From an optimization exercise on the open Yosys and OpenROAD flow, aimed at small area; shortcuts taken in it are not production practice. Only the layout flow was run in this run; the RTL was not checked for function there. Power and IR drop assume default switching activity.

**config.mk**
```make
export PLATFORM = sky130hd
export DESIGN_NAME = pcodec
export DESIGN_NICKNAME = pcodec
export VERILOG_FILES = /design/flow/design.v
export SDC_FILE = /design/flow/constraint.sdc
export NUM_CORES = 4
export LEC_CHECK = 0
export ABC_AREA = 1
export CAP_MARGIN = 20
export CORE_MARGIN = 2
export CORE_UTILIZATION = 40
export SLEW_MARGIN = 20
```
**constraint.sdc**
```tcl
create_clock -name core_clock -period 10.0 [get_ports {clk}]
set_input_delay 2.0000 -clock core_clock [delete_from_list [all_inputs] [get_ports {clk}]]
set_output_delay 2.0000 -clock core_clock [all_outputs]
set_load 0.01 [all_outputs]
```
**design.v**
```verilog
module pcodec (
  input  wire        clk,
  input  wire        rst,
  input  wire        start,
  input  wire [7:0]  op,
  input  wire [19:0] a_len,
  input  wire [19:0] out_cap,
  output wire        busy,
  output wire        done,
  output wire        fatal,
  output wire [3:0]  err,
  output wire [19:0] err_off,
  output wire [19:0] out_len,
  output wire        in_re,
  output wire [19:0] in_addr,
  input  wire [7:0]  in_rdata,
  output wire        out_we,
  output wire [19:0] out_addr,
  output reg  [7:0]  out_wdata
);
  localparam integer G  = 2;           
  localparam integer P  = 20 / G;      
  localparam integer BD = 8 / G;       
  localparam integer PW = (P > 8) ? 4 : (P > 4) ? 3 : 2;
  localparam [PW-1:0] PL = P - 1;
  localparam [4:0] S_IDLE = 5'd0,  S_DONE = 5'd1,
                   C_INIT = 5'd2,  C_SC   = 5'd3,  C_EW   = 5'd4,  C_RA   = 5'd5,
                   C_RB   = 5'd6,  C_CD   = 5'd7,  C_HC   = 5'd8,  C_SB   = 5'd9,
                   C_OPN  = 5'd10, C_SW   = 5'd11,
                   D_INIT = 5'd12, D_SECT = 5'd13, D_H0   = 5'd14, D_H1   = 5'd15,
                   D_H2   = 5'd16, D_H3   = 5'd17, D_DC   = 5'd18, D_I0   = 5'd19,
                   D_I1   = 5'd20, D_I2   = 5'd21, D_I3   = 5'd22, D_I4   = 5'd23,
                   D_EM   = 5'd24, D_ERR  = 5'd25;
  localparam [1:0] M_SPLIT = 2'd0, M_END = 2'd1, M_CODE = 2'd2;
  function [G-1:0] dig;
    input [19:0] k;
    input [PW-1:0] p;
    begin
      dig = k >> (p * G);
    end
  endfunction
  function [G:0] dadd;
    input [G-1:0] a;
    input [G-1:0] b;
    input         ci;
    integer i;
    reg c;
    begin
      c = ci;
      for (i = 0; i < G; i = i + 1) begin
        dadd[i] = a[i] ^ b[i] ^ c;
        c = (a[i] & b[i]) | (a[i] & c) | (b[i] & c);
      end
      dadd[G] = c;
    end
  endfunction
  function [7:0] badd;
    input [7:0] a;
    input [7:0] b;
    input       ci;
    integer i;
    reg c;
    begin
      c = ci;
      for (i = 0; i < 8; i = i + 1) begin
        badd[i] = a[i] ^ b[i] ^ c;
        c = (a[i] & b[i]) | (a[i] & c) | (b[i] & c);
      end
    end
  endfunction
  reg [4:0]  st;
  reg [PW-1:0] ph;
  reg [19:0] N, CAP, RP, OP, HD, RC;
  reg        ob;           
  reg [7:0]  B, D;
  reg [2:0]  idx;
  reg [1:0]  mode;
  reg [2:0]  errc;    
  reg        wp;
  reg        f1;    
  reg        f2;    
  reg        f3;    
  reg        rp_cy, op_cy, hd_cy, rc_cy;
  reg        ca_cy, ca_hz, ca_d0, ca_d1;
  reg        cb_cy, cb_nz;
  reg        dl_c1, dl_c2, k_lt, k_eq;
  wire p0    = (ph == 0);
  wire p1    = (ph == 1);
  wire plast = (ph == PL);
  wire idle  = (st == S_IDLE) | (st == S_DONE);
  wire go    = idle & start;
  assign busy = ~idle;
  assign done = (st == S_DONE);
  wire olt = cb_cy & ~ob & cb_nz;                 
  wire ee  = ca_cy & ~ca_hz & ~ca_d0 & ~ca_d1;    
  wire rc_hz   = ~|RC[15:4];
  wire rc_z    = rc_hz & (RC[3:0] == 4'd0);
  wire rc_one  = rc_hz & (RC[3:0] == 4'd1);
  wire rc_lt11 = rc_hz & (RC[3:0] < 4'd11);
  wire rc_lt12 = rc_hz & (RC[3:0] < 4'd12);
  wire rc_max  = &RC[15:0];
  wire       sec   = (st == C_SC) & rc_one;
  wire [7:0] ax    = sec ? in_rdata : D;
  wire [7:0] ay    = B ^ {8{sec}};
  wire [7:0] sum   = badd(ax, ay, sec);
  wire       mm    = (sum != in_rdata);
  wire       brk   = mm | rc_max;
  wire cat_new  = rc_z;
  wire cat_sec  = rc_one;
  wire cat_run  = ~rc_z & ~rc_one;
  wire cat_cb   = cat_run & brk & ~rc_lt12;       
  wire cat_lb   = cat_run & brk & rc_lt12;        
  wire cat_m    = cat_run & ~brk;                 
  wire wp_sc    = cat_new | cat_sec | cat_lb | (cat_m & rc_lt11);
  wire [G-1:0] rcd = RC[2*G-1:G];                 
  reg         rp_clr, rp_ci;
  reg [G-1:0] rp_k;
  always @(*) begin
    rp_clr = 1'b0; rp_k = {G{1'b0}}; rp_ci = 1'b0;
    case (st)
      C_INIT, D_INIT: rp_clr = 1'b1;
      C_SC, C_SB, D_H0, D_H1, D_H2, D_I1, D_I4: rp_ci = 1'b1;
      C_RA: begin rp_k = ~rcd; rp_ci = ~f1; end
      C_RB: rp_k = rcd;
      D_DC: rp_ci = ~ee;
      D_I0: rp_k = dig(20'h00002, ph);
      D_I2: rp_k = dig(20'hFFFFE, ph);
      D_I3: begin rp_k = dig(20'h00002, ph); rp_ci = 1'b1; end
      default: ;
    endcase
  end
  wire         rp_c = p0 ? rp_ci : rp_cy;
  wire [G:0]   rp_t = dadd(RP[G-1:0], rp_k, rp_c);
  wire [G-1:0] rp_nd = rp_clr ? {G{1'b0}} : rp_t[G-1:0];
  reg         op_clr, op_rp, op_hd, op_ci, op_ext;
  reg [G-1:0] op_k;
  always @(*) begin
    op_clr = 1'b0; op_rp = 1'b0; op_hd = 1'b0; op_k = {G{1'b0}}; op_ci = 1'b0; op_ext = 1'b0;
    case (st)
      C_INIT: begin op_clr = 1'b1; op_ci = 1'b1; op_k = dig(20'h00002, ph); end   
      D_INIT: op_clr = 1'b1;
      C_SC: begin
        if (wp) op_ci = 1'b1;
      end
      C_CD: begin
        if (idx == 3'd7 && !f3) op_hd = 1'b1;
        else op_ci = 1'b1;
      end
      C_EW, C_SW, C_OPN: op_hd = 1'b1;
      D_EM: op_ci = 1'b1;
      C_SB: begin op_ci = 1'b1; op_k = dig(20'h00002, ph); end
      C_HC: begin
        if (idx != 3'd2) op_ci = 1'b1;
        else begin
          op_hd = 1'b1;
          if (mode == M_SPLIT) begin op_ci = 1'b1; op_k = dig(20'h00002, ph); end
        end
      end
      C_RB: begin
        op_ext = 1'b1;
        op_k = (f2 | f3) ? dig(20'hFFFF2, ph) : dig(20'hFFFF5, ph);
      end
      D_DC: op_ci = wp;
      D_ERR: begin
        op_rp = 1'b1;
        op_k = (errc[2] & ~errc[0]) ? dig(20'hFFFFE, ph) : dig(20'hFFFFD, ph);
      end
      default: ;
    endcase
  end
  wire [G-1:0] op_b = op_clr ? {G{1'b0}} : op_rp ? RP[G-1:0] : op_hd ? HD[G-1:0] : OP[G-1:0];
  wire         op_c = p0 ? op_ci : op_cy;
  wire [G:0]   op_t = dadd(op_b, op_k, op_c);
  wire [G-1:0] op_nd = op_t[G-1:0];
  wire         op_co = op_t[G];
  reg         hd_op, hd_rp, hd_ci, hd_clr;
  reg [G-1:0] hd_k;
  always @(*) begin
    hd_op = 1'b0; hd_rp = 1'b0; hd_k = {G{1'b0}}; hd_ci = 1'b0; hd_clr = 1'b0;
    case (st)
      C_INIT: hd_clr = 1'b1;
      C_SB, C_SW: hd_op = 1'b1;
      C_OPN: hd_op = 1'b1;
      C_EW: begin hd_op = 1'b1; hd_ci = 1'b1; end
      C_CD: if (idx == 3'd7 && !f3) begin hd_op = 1'b1; hd_ci = 1'b1; end
      C_RB: hd_k = f2 ? dig(20'hEFFFE, ph) : {G{1'b0}};
      D_H3: begin
        hd_rp = 1'b1;
        hd_k  = (ph < BD) ? B[G-1:0] : (ph < 2*BD) ? D[G-1:0] : {G{1'b0}};
      end
      default: ;
    endcase
  end
  wire [G-1:0] hd_b = hd_rp ? RP[G-1:0] : hd_op ? OP[G-1:0] : HD[G-1:0];
  wire         hd_c = p0 ? hd_ci : hd_cy;
  wire [G:0]   hd_t = dadd(hd_b, hd_k, hd_c);
  wire [G-1:0] hd_nd = hd_clr ? {G{1'b0}} : hd_t[G-1:0];
  wire         hd_co = hd_t[G];
  reg         rc_ci, rc_set, rc_ld, rc_dec;
  reg [G-1:0] rc_ldd;
  always @(*) begin
    rc_ci = 1'b0; rc_set = 1'b0; rc_ld = 1'b0; rc_dec = 1'b0; rc_ldd = {G{1'b0}};
    case (st)
      C_INIT, C_SB: rc_ld = 1'b1;
      C_SC: begin
        if (p1) begin
          if (cat_new | cat_lb) rc_set = 1'b1;
          else if (cat_sec | cat_m) rc_ci = 1'b1;
        end else if (f3) rc_ld = 1'b1;
      end
      D_I2: begin rc_ld = 1'b1; rc_ldd = (ph >= 1 && ph <= BD) ? D[G-1:0] : {G{1'b0}}; end
      D_I3: begin
        rc_ld = 1'b1;
        rc_ldd = (ph >= 1 && ph <= BD) ? RC[G-1:0] :
                 (ph >= BD + 1 && ph <= 2*BD) ? B[G-1:0] : {G{1'b0}};
      end
      D_EM: rc_dec = 1'b1;
      default: ;
    endcase
  end
  wire         rc_c = p1 ? rc_ci : rc_cy;
  wire [G:0]   rc_t = dadd(RC[G-1:0], {G{rc_dec}}, rc_c);
  wire         rc_hi = (ph > 16 / G) | p0;           
  wire [G-1:0] rc_nd = rc_hi  ? {G{1'b0}} :
                       rc_set ? {{(G-1){1'b0}}, 1'b1} :
                       rc_ld  ? rc_ldd : rc_t[G-1:0];
  wire         ca_selN = (st < D_SECT) | (st == D_SECT) | (st == D_H0);
  wire [G-1:0] ca_x = ca_selN ? N[G-1:0] : hd_nd;
  wire         ca_c = p0 ? 1'b1 : ca_cy;
  wire [G:0]   ca_t = dadd(ca_x, ~rp_nd, ca_c);
  wire [G-1:0] ca_d = ca_t[G-1:0];
  wire         ca_co = ca_t[G];
  wire         ca_dz = p0 ? ((G > 2) ? |(ca_d >> 2) : 1'b0) : |ca_d;
  wire ca_neg_f = ~ca_co;
  wire ca_hz_f  = ca_hz | ca_dz;
  wire eq0_f    = ~ca_neg_f & ~ca_hz_f & ~ca_d0 & ~ca_d1;
  wire lt2_f    = ca_neg_f | (~ca_hz_f & ~ca_d1);
  wire lt3_f    = ca_neg_f | (~ca_hz_f & ~(ca_d0 & ca_d1));
  wire         cb_h3 = (st == D_H3);
  wire [G-1:0] cb_x = cb_h3 ? N[G-1:0] : CAP[G-1:0];
  wire [G-1:0] cb_y = cb_h3 ? hd_nd : op_nd;
  wire         cb_c = p0 ? 1'b1 : cb_cy;
  wire [G:0]   cb_t = dadd(cb_x, ~cb_y, cb_c);
  wire         cb_co = cb_t[G];
  wire         cb_dz = |cb_t[G-1:0];
  wire ob_nx  = op_clr ? 1'b0 : (ob ^ op_ext ^ op_co);
  wire cb_y20 = cb_h3 ? hd_co : ob_nx;
  wire gt_f   = ~cb_co | cb_y20;
  wire ole_f  = ~gt_f;
  wire         hcm   = (st == C_HC);
  wire [G-1:0] dl_av = hcm ? HD[G-1:0] : op_nd;
  wire [G-1:0] dl_bv = hcm ? OP[G-1:0] : HD[G-1:0];
  wire [G-1:0] dl_kd = (hcm && mode == M_CODE) ? dig(20'hFFFF4, ph) : dig(20'hFFFFC, ph);
  wire         dl_a  = p0 ? 1'b1 : dl_c1;
  wire [G:0]   dl_t1 = dadd(dl_av, ~dl_bv, dl_a);
  wire         dl_b  = p0 ? 1'b1 : dl_c2;
  wire [G:0]   dl_t2 = dadd(dl_t1[G-1:0], dl_kd, dl_b);
  wire [G-1:0] dl_d  = dl_t2[G-1:0];
  wire [G-1:0] kcd   = (st == C_RA) ? dig(20'h0000B, ph) : dig(20'h0FFFF, ph);
  wire         klt_in = p0 ? 1'b0 : k_lt;
  wire         keq_in = p0 ? 1'b1 : k_eq;
  wire         klt_nx = (dl_d < kcd) | ((dl_d == kcd) & klt_in);
  wire         keq_nx = keq_in & (dl_d == kcd);
  wire e8   = (errc == 3'd1);
  wire offv = (errc == 3'd3) | (errc == 3'd4) | (errc == 3'd5) | (errc == 3'd6);
  assign fatal    = done & (|errc);
  assign err      = {e8, errc[2:1], errc[0] & ~e8} & {4{done}};
  assign err_off  = OP & {20{done & offv}};
  assign out_len  = OP & {20{done & ~(|errc)}};
  assign in_addr  = RP;
  assign out_addr = OP;
  assign in_re    = p0 & ((st == C_SC) | (st == C_RB) | (st == C_SB) |
                          (st == D_H0) | (((st == D_H1) | (st == D_H2)) & ~(|errc)) |
                          (st == D_I0) | (st == D_I1) | (st == D_I2) |
                          (st == D_I3) | (st == D_I4) | ((st == D_DC) & ~ee));
  reg wr_en;
  always @(*) begin
    case (st)
      C_SC, D_DC: wr_en = wp;
      C_EW, C_CD, C_HC, D_EM: wr_en = 1'b1;
      default: wr_en = 1'b0;
    endcase
  end
  assign out_we = p0 & wr_en & olt;
  wire wd_cd  = (st == C_CD);
  wire wd_hc  = (st == C_HC);
  wire wd_cst = (wd_cd & ~idx[2]) | (wd_hc & ((idx == 3'd0) | (mode == M_SPLIT)));
  wire wd_b   = (wd_cd & (idx == 3'd7)) | (wd_hc & (idx == 3'd2));
  wire wd_ff  = wd_hc & (idx != 3'd0);
  wire wd_one = wd_cd & (idx[2:1] == 2'd0);
  wire wd_five = wd_cd & (idx == 3'd1);
  wire [7:0] wd_k = {{5{wd_ff}}, wd_ff | wd_five, wd_ff, wd_ff | wd_one};
  always @(*) begin
    if (wd_cst) out_wdata = wd_k;
    else if (wd_b) out_wdata = B;
    else out_wdata = D;
  end
  wire hc0sh = hcm & (idx == 3'd0) & (mode != M_SPLIT);
  wire [G-1:0] sh_in = (st == C_CD) ? RC[G-1:0] : dl_d;
  always @(posedge clk) begin
    N   <= go ? a_len   : {N[G-1:0], N[19:G]};
    CAP <= go ? out_cap : {CAP[G-1:0], CAP[19:G]};
    RP  <= {rp_nd, RP[19:G]};
    HD  <= {hd_nd, HD[19:G]};
    RC  <= {rc_nd, RC[19:G]};
    if (!idle) OP <= {op_nd, OP[19:G]};
    rp_cy <= rp_t[G];
    op_cy <= op_co;
    hd_cy <= hd_co;
    rc_cy <= rc_t[G];
    ca_cy <= ca_co;
    ca_hz <= p0 ? ca_dz : ca_hz_f;
    if (p0) begin ca_d0 <= ca_d[0]; ca_d1 <= ca_d[1]; end
    cb_cy <= cb_co;
    cb_nz <= p0 ? cb_dz : (cb_nz | cb_dz);
    dl_c1 <= dl_t1[G];
    dl_c2 <= dl_t2[G];
    k_lt  <= klt_nx;
    k_eq  <= keq_nx;
    if (plast && !idle) ob <= ob_nx;
    ph <= (go | plast) ? {PW{1'b0}} : ph + 1'b1;
    case (st)
      C_SC: if (p1) begin
              D <= in_rdata;
              if (cat_new | cat_lb) B <= in_rdata;
              if (cat_sec) B <= sum;
            end
      C_RB, C_SB, D_H2, D_I1, D_I3: if (p1) D <= in_rdata;
      D_H1, D_I2, D_I4: if (p1) B <= in_rdata;
      D_DC: if (p1 && wp) D <= in_rdata;
      D_EM: if (p1) D <= sum;
      default: ;
    endcase
    if (((st == D_H3) && ph < BD) || ((st == D_I3) && ph >= BD + 1 && ph <= 2*BD) ||
        (hc0sh && ph >= BD && ph < 2*BD))
      B <= {sh_in, B[7:G]};
    if (((st == D_H3) && ph >= BD && ph < 2*BD) || ((st == D_I2) && ph >= 1 && ph <= BD) ||
        (hc0sh && ph < BD) ||
        ((st == C_CD) && (((idx == 3'd4) && ph >= 1 && ph <= BD) ||
                          ((idx == 3'd5) && ph >= BD + 1 && ph <= 2*BD))))
      D <= {sh_in, D[7:G]};
    if (st == C_SC && p1) begin
      wp   <= wp_sc;
      f3  <= cat_new | cat_lb;
      f1 <= cat_cb;
    end
    if (st == D_DC && p0) wp <= ~ee;
    if (st == D_H0 && p1) begin
      f1   <= (in_rdata > 8'd1);
      f2 <= in_rdata[0];
    end
    if (st == D_I0 && p1) f1 <= (in_rdata != 8'd0);
    if ((st == D_I4 || st == D_EM) && p1) f3 <= (st == D_I4) ? rc_z : rc_one;
    if (rst) begin
      st <= S_IDLE;
    end else if (idle) begin
      if (start) begin
        if (op == 8'h01) begin st <= C_INIT; errc <= 3'd0; end
        else if (op == 8'h02) begin st <= D_INIT; errc <= 3'd0; end
        else begin st <= S_DONE; errc <= 3'd1; end
      end
    end else if (p0 && wr_en && !olt && ((st == C_CD) || (st == D_DC) || (st == D_EM))) begin
      st <= S_DONE;
      errc <= 3'd7;
    end else if (plast) begin
      case (st)
        C_INIT: begin
          wp <= 1'b0;
          st <= eq0_f ? C_OPN : C_SC;
        end
        C_OPN: begin
          st <= C_HC; idx <= 3'd0; mode <= M_END;
        end
        C_SC: begin
          if (f1) st <= C_RA;
          else if (eq0_f) begin
            if (!wp) st <= C_RA;
            else if (keq_nx) st <= C_SW;
            else st <= C_EW;
          end else if (wp & keq_nx)
            st <= C_SW;
        end
        C_SW: begin
          st <= C_HC; idx <= 3'd0; mode <= M_SPLIT;
        end
        C_EW: begin
          st <= C_HC; idx <= 3'd0; mode <= M_END;
        end
        C_RA: begin
          f2 <= klt_nx;
          f3  <= keq_nx;
          st <= C_RB;
        end
        C_RB: begin
          st <= C_CD; idx <= 3'd0;
        end
        C_CD: begin
          idx <= idx + 3'd1;
          if (idx == 3'd7) begin
            if (!f3) begin st <= C_HC; idx <= 3'd0; mode <= M_CODE; end
            else if (eq0_f) st <= S_DONE;
            else st <= C_SB;
          end
        end
        C_HC: begin
          idx <= idx + 3'd1;
          if (idx == 3'd2) begin
            case (mode)
              M_SPLIT: st <= eq0_f ? C_EW : C_SC;
              M_END: begin
                st <= S_DONE;
                if (!ole_f) errc <= 3'd7;
              end
              default: begin
                st <= eq0_f ? S_DONE : C_SB;
              end
            endcase
          end
        end
        C_SB: begin
          wp <= 1'b1;
          st <= eq0_f ? C_EW : C_SC;
        end
        D_INIT, D_SECT: st <= eq0_f ? S_DONE : D_H0;
        D_H0: begin
          if (lt2_f) errc <= 3'd5;
          else if (f1) errc <= 3'd3;
          st <= D_H1;
        end
        D_H1: st <= D_H2;
        D_H2: st <= (|errc) ? D_ERR : D_H3;
        D_H3: begin
          wp <= 1'b0;
          if (gt_f) begin st <= D_ERR; errc <= 3'd5; end
          else if (eq0_f) st <= D_SECT;
          else st <= f2 ? D_I0 : D_DC;
        end
        D_DC: begin
          if (!wp) st <= D_SECT;
        end
        D_I0: begin
          if (f1) begin st <= D_ERR; errc <= 3'd4; end
          else if (lt3_f) begin st <= D_ERR; errc <= 3'd6; end
          else st <= D_I1;
        end
        D_I1: st <= D_I2;
        D_I2: st <= D_I3;
        D_I3: st <= D_I4;
        D_I4: begin
          if (f3) st <= eq0_f ? D_SECT : D_I0;
          else st <= D_EM;
        end
        D_EM: begin
          if (f3) st <= eq0_f ? D_SECT : D_I0;
        end
        D_ERR: st <= S_DONE;
        default: st <= S_IDLE;
      endcase
    end
  end
endmodule
```
**flow/run.sh**
```bash
#!/bin/bash
set -euo pipefail
export BUFFER_PORTS_ARGS="-buffer_cell sky130_fd_sc_hd__buf_1"
export CTS_ARGS="-sink_clustering_enable -repair_clock_nets -dont_use_dummy_load -buf_list {sky130_fd_sc_hd__clkbuf_4 sky130_fd_sc_hd__clkbuf_8}"
bash standard.sh finish > standard_flow.log 2>&1
```
**standard.sh**
```bash
#!/bin/bash
# synth_recipe.tcl (not shown) runs the flow's synth.tcl, then flattens the netlist and writes it again
# the make line also repeats each setting of config.mk as NAME=value (left out here)
make -C /OpenROAD-flow-scripts/flow DESIGN_CONFIG=/design/flow/config.mk WORK_HOME=/design/flow/orfs CLKGATE_MAP_FILE= SYNTH_SCRIPT=/design/flow/synth_recipe.tcl "${@:-finish}"
```
==> results.txt <==
## Yosys cell counts, drive strengths merged (2+ instances only)
| cell | n |
|---|---|
| a211oi | 3 |
| a21oi | 38 |
| a22oi | 3 |
| a31oi | 6 |
| buf | 9 |
| clkbuf | 16 |
| clkinv | 2 |
| dfxtp | 124 |
| edfxtp | 48 |
| fa | 22 |
| ha | 10 |
| inv | 164 |
| nand2 | 292 |
| nand3 | 32 |
| nand3b | 3 |
| nand4 | 14 |
| nor2 | 182 |
| nor3 | 16 |
| nor3b | 2 |
| nor4 | 9 |
| o2111ai | 2 |
| o211ai | 8 |
| o21a | 3 |
| o21ai | 88 |
| o221a | 2 |
| o221ai | 2 |
| o22ai | 9 |
| o311ai | 3 |
| o31ai | 2 |
| or2 | 8 |
| xnor2 | 7 |
| xor2 | 5 |
## kinds of logic after synthesis
family / count (synthesis)
AOI/OAI and AO/OA: 173
xor gates and xnor gates: 12
adders and majority gates: 32
buffers and inverters: 191
DFF: 172
muxes: 2
and+or+nand+nor: 558
## how the worst max path moves through the flow
stage | to | start | slack [ps] | cells past startpoint
final | RC[19]$_SDFF_PP0_ | in_rdata[0] | 3360 | 27
after global routing | RC[19]$_SDFF_PP0_ | st[4]$_SDFFE_PP0P_ | 2940 | 27
after CTS | RC[19]$_SDFF_PP0_ | st[4]$_SDFFE_PP0P_ | 3390 | 27
after detailed placement | RC[19]$_SDFF_PP0_ | in_rdata[0] | 2930 | 27
after global placement | RC[19]$_SDFF_PP0_ | in_rdata[0] | 3050 | 27
after floorplan | RC[19]$_SDFF_PP0_ | in_rdata[0] | 3440 | 26
## flip-flops by register name (all words and copies together) (netlist names), 2 cells and up
name / flops
RP: 20
D: 8
RC: 20
B: 8
HD: 20
mode: 2
idx: 3
ph: 4
N: 20
st: 5
CAP: 20
errc: 3
OP: 20
## worst register-to-register path: stages (launching register included)
cell and delay (ps):
dfxtp_1 470, clkinv_2 240, nand3_4 160, nor2_8 220, nand4_2 530, o21ai_0 470, fa_1 230, inv_1 50
fa_1 370, fa_1 390, fa_1 400, fa_1 400, fa_1 530, inv_1 60, nand2_1 50, nand3_1 70
nor3_1 190, nand2_1 110, nor2_4 120, nand2_4 70, nand3b_4 90, nand3_2 70, o21ai_1 180, fa_1 190
inv_1 50, fa_1 440, o221a_2 260, nor3b_2 150
## per-stage QoR
| step | hold slack (ps) | utilization [%] |
|---|---|---|
| 2_1_floorplan | 310 | - |
| 3_3_place_gp | 311 | 44.5 |
| 3_5_place_dp | 312 | 44.5 |
| 4_1_cts | 307 | 45.6 |
| 5_1_grt | 315 | 45.6 |
| 6_report | 303 | 45.6 |
## per-layer routing
layer | up-vias | routed length, µm | global-route usage (%)
li1 | 3949 | - | -
met1 | 3685 | 11900 | 31.6
met2 | 339 | 11100 | 32.6
met3 | 44 | 2380 | 6.09
met4 | 0 | 643 | 7.36
met5 | - | 0 | 0
## layout make-up
| cell class | instances | area, µm² |
|---|---|---|
| Tap cell | 280 | 350 |
| Timing Repair Buffer | 162 | 634 |
| Clock buffer | 17 | 234 |
| Sequential cell | 172 | 3920 |
| Multi-Input combinational cell | 777 | 4160 |
| Fill cell | 2267 | 11800 |
| Inverter | 166 | 627 |
## report_power, final
group	internal (mW)	switching, mW	total, mW
clock	0.150	0.216	0.367
combinational	0.534	1.11	1.65
sequential	1.05	0.158	1.21
==> metrics.md <==
| Metric | Value |
|---|---|
| Post-route setup TNS | `0 ps` |
| Drt first-iter violations | `687` |
| Per-cell routed wire length | `16.5 µm` |
| Post-Synth Simple-Gate Area | `27.9%` |
| CP most frequent cell | `fa_1` |
| Async SR Flop Fraction | `0%` |
| DR pass1 iterations | `5` |
| Hold Vio Cnt, Final | `0` |
| Share of post-route cells with drive strength above 1 | `7.11%` |
| Family with the most delay on the worst path | `adder cells` |
| Status | `timing/DRC/antenna clean` |
| Port Buffer Count | `155` |
| Total number of vias | `8017` |
| Fin crit share | `66.4%` |
| Crit path buf inv count | `5` |
| Clock Sinks | `172` |
| EDFF count, synth | `48` |
| Final non-filler cell total | `1574` |
| Die width | `153 µm` |
| Hold_sp | `HD[2]$_DFF_P_` |
| Post-Synthesis Cell Area | `0.00883 mm²` |
| IR Drop Worst-Case VDD | `0.000120 V` |
| DR DRC count | `0` |
| Sequential share of the synthesized area | `44.4%` |
| Clock buffer depth | `2` |
| Crit Path Category | `input pin to register` |
| Hold Path Sink | `HD[0]$_DFF_P_` |
| Die Y | `153 µm` |
| Most frequent cells in the layout | `283 x nand2_1, 166 x nor2_1, 155 x buf_1` |
| Final WL | `26000 µm` |
| Fin worst setup slack | `3360 ps` |
| Core Area | `0.0218 mm²` |
| DR vias/cell | `5.09` |
| RD Place Congestion | `1.01` |
| Clk pin slew, worst setup/hold paths | `90 ps` |
| Synth Area in Adders | `6.40%` |
| Total Routing Usage GR | `22.2%` |
| TritonCTS buffer count | `17` |
| Post-synthesis average cell area | `7.75 µm²` |
| Area Overhead vs Synth | `12.4%` |
| Final net count | `1387` |
| Syn nets | `1231` |
| Post_cts resized | `0` |
| Total power | `3.22 mW` |
| Slew Limit Fails | `0` |
| Fin crit period | `6640 ps` |
| Design area | `0.00993 mm²` |
| CTS tree | `yes` |
| Diodes inserted | `0` |
| CTS HTree Levels | `4` |
| Commonest non-fill, non-tap cell in the layout | `nand2_1` |
| Hold depth | `0` |
| Placement Setup Slack | `2930 ps` |
| Critical R2R Capture | `RC[19]$_SDFF_PP0_` |
| Max-slew headroom | `36.7%` |
| Synth Area in Compound Gates | `11.2%` |
| Post-DP HPWL | `20200 µm` |
| Postcts setup bufs | `0` |
| Vias in the first global route | `7266` |
| Worst-Margin Slew | `925 ps` |
| Grt ovf | `0` |
| Worst EP arrival | `7020 ps` |
| Combinational family with the most area after synthesis | `simple AND/OR/NAND/NOR gates` |
| Pin count of the biggest net entering global routing | `43` |
| Max-cap viol count | `0` |
| Worst setup SP type | `input pin` |
| XOR/XNOR Fraction of Synth Area | `1.19%` |
| Main synth FF type | `dfxtp_1` |
| First-pass GRT wire length | `40700 µm` |
| Synth Register Bits | `172` |
| Critical Path RT | `10380 ps` |
| Max Clock Skew | `28.7 ps` |
| R2r worst-path depth | `27` |
| Hold Path Class | `register to register` |
| Die area | `0.0233 mm²` |
| Max Clock Freq | `0.151 GHz` |
| RSZ-0062 raised after global routing | `false` |
| Worst-Skew Late Latency | `450 ps` |
| Initial antenna violation count | `0` |
| Setup crit end kind | `register` |
| Yosys top cell by area | `dfxtp_1` |
| Worst r2r src | `st[4]$_SDFFE_PP0P_` |
| Placed cells | `1557` |
| Core Rows | `54` |
| Pwr Density | `325 mW/mm²` |
| Mapped Cells | `1140` |
| Crit-path slowest cell | `fa_1` |
| Post-synthesis mux area share | `0.241%` |
| Reg-to-reg setup timing slack | `3360 ps` |
| CP max stage delay | `530 ps` |
| Synth top area share | `28.1%` |
| Worst Path Max Fanout | `6` |
| Leakage power | `4.41 nW` |
| Yosys warns | `1` |
| Initial core utilization | `40.6%` |
| # IOs | `156` |
| Area contributors post-synth | `dfxtp_1 28%, edfxtp_1 16%, nand2_1 12%, nor2_1 7.1%, inv_1 6.2%` |
| Distinct cells, synth | `57` |
| Antenna-violating nets left | `0` |
| Post-CTS Hold Fix Bufs | `0` |
| Final setup fails | `0` |
| CTS Root Buffer Type | `clkbuf_8` |
| DP Area | `0.00969 mm²` |

## separate check: timing with driven ports
How much do the figures lean on ideal ports? The routed layout below was timed once more, with nothing changed but the port constraints. Step 1, drivers: a clkbuf_16 drives clk and a buf_2 each remaining input, both assumed. Step 2 also shifts input and output timing later by t, the mid clock arrival at the registers, as if the neighbouring blocks saw the same clock. Three values: ideal ports, drivers, drivers and shift; two values: the first two.
shift t [ns]: 0.482
setup slack, ns: 3.356 / 3.358 / 2.881
hold WS [ns]: 0.303 / 0.303 / 0.303
clock arrival spread, ns: 0.034 / 0.034
worst slew at a driven data input, ns: 0.05
After both steps this run still meets setup and hold. The setup slack of this run moves by +0.002 ns with the drivers and by -0.475 ns with both steps.
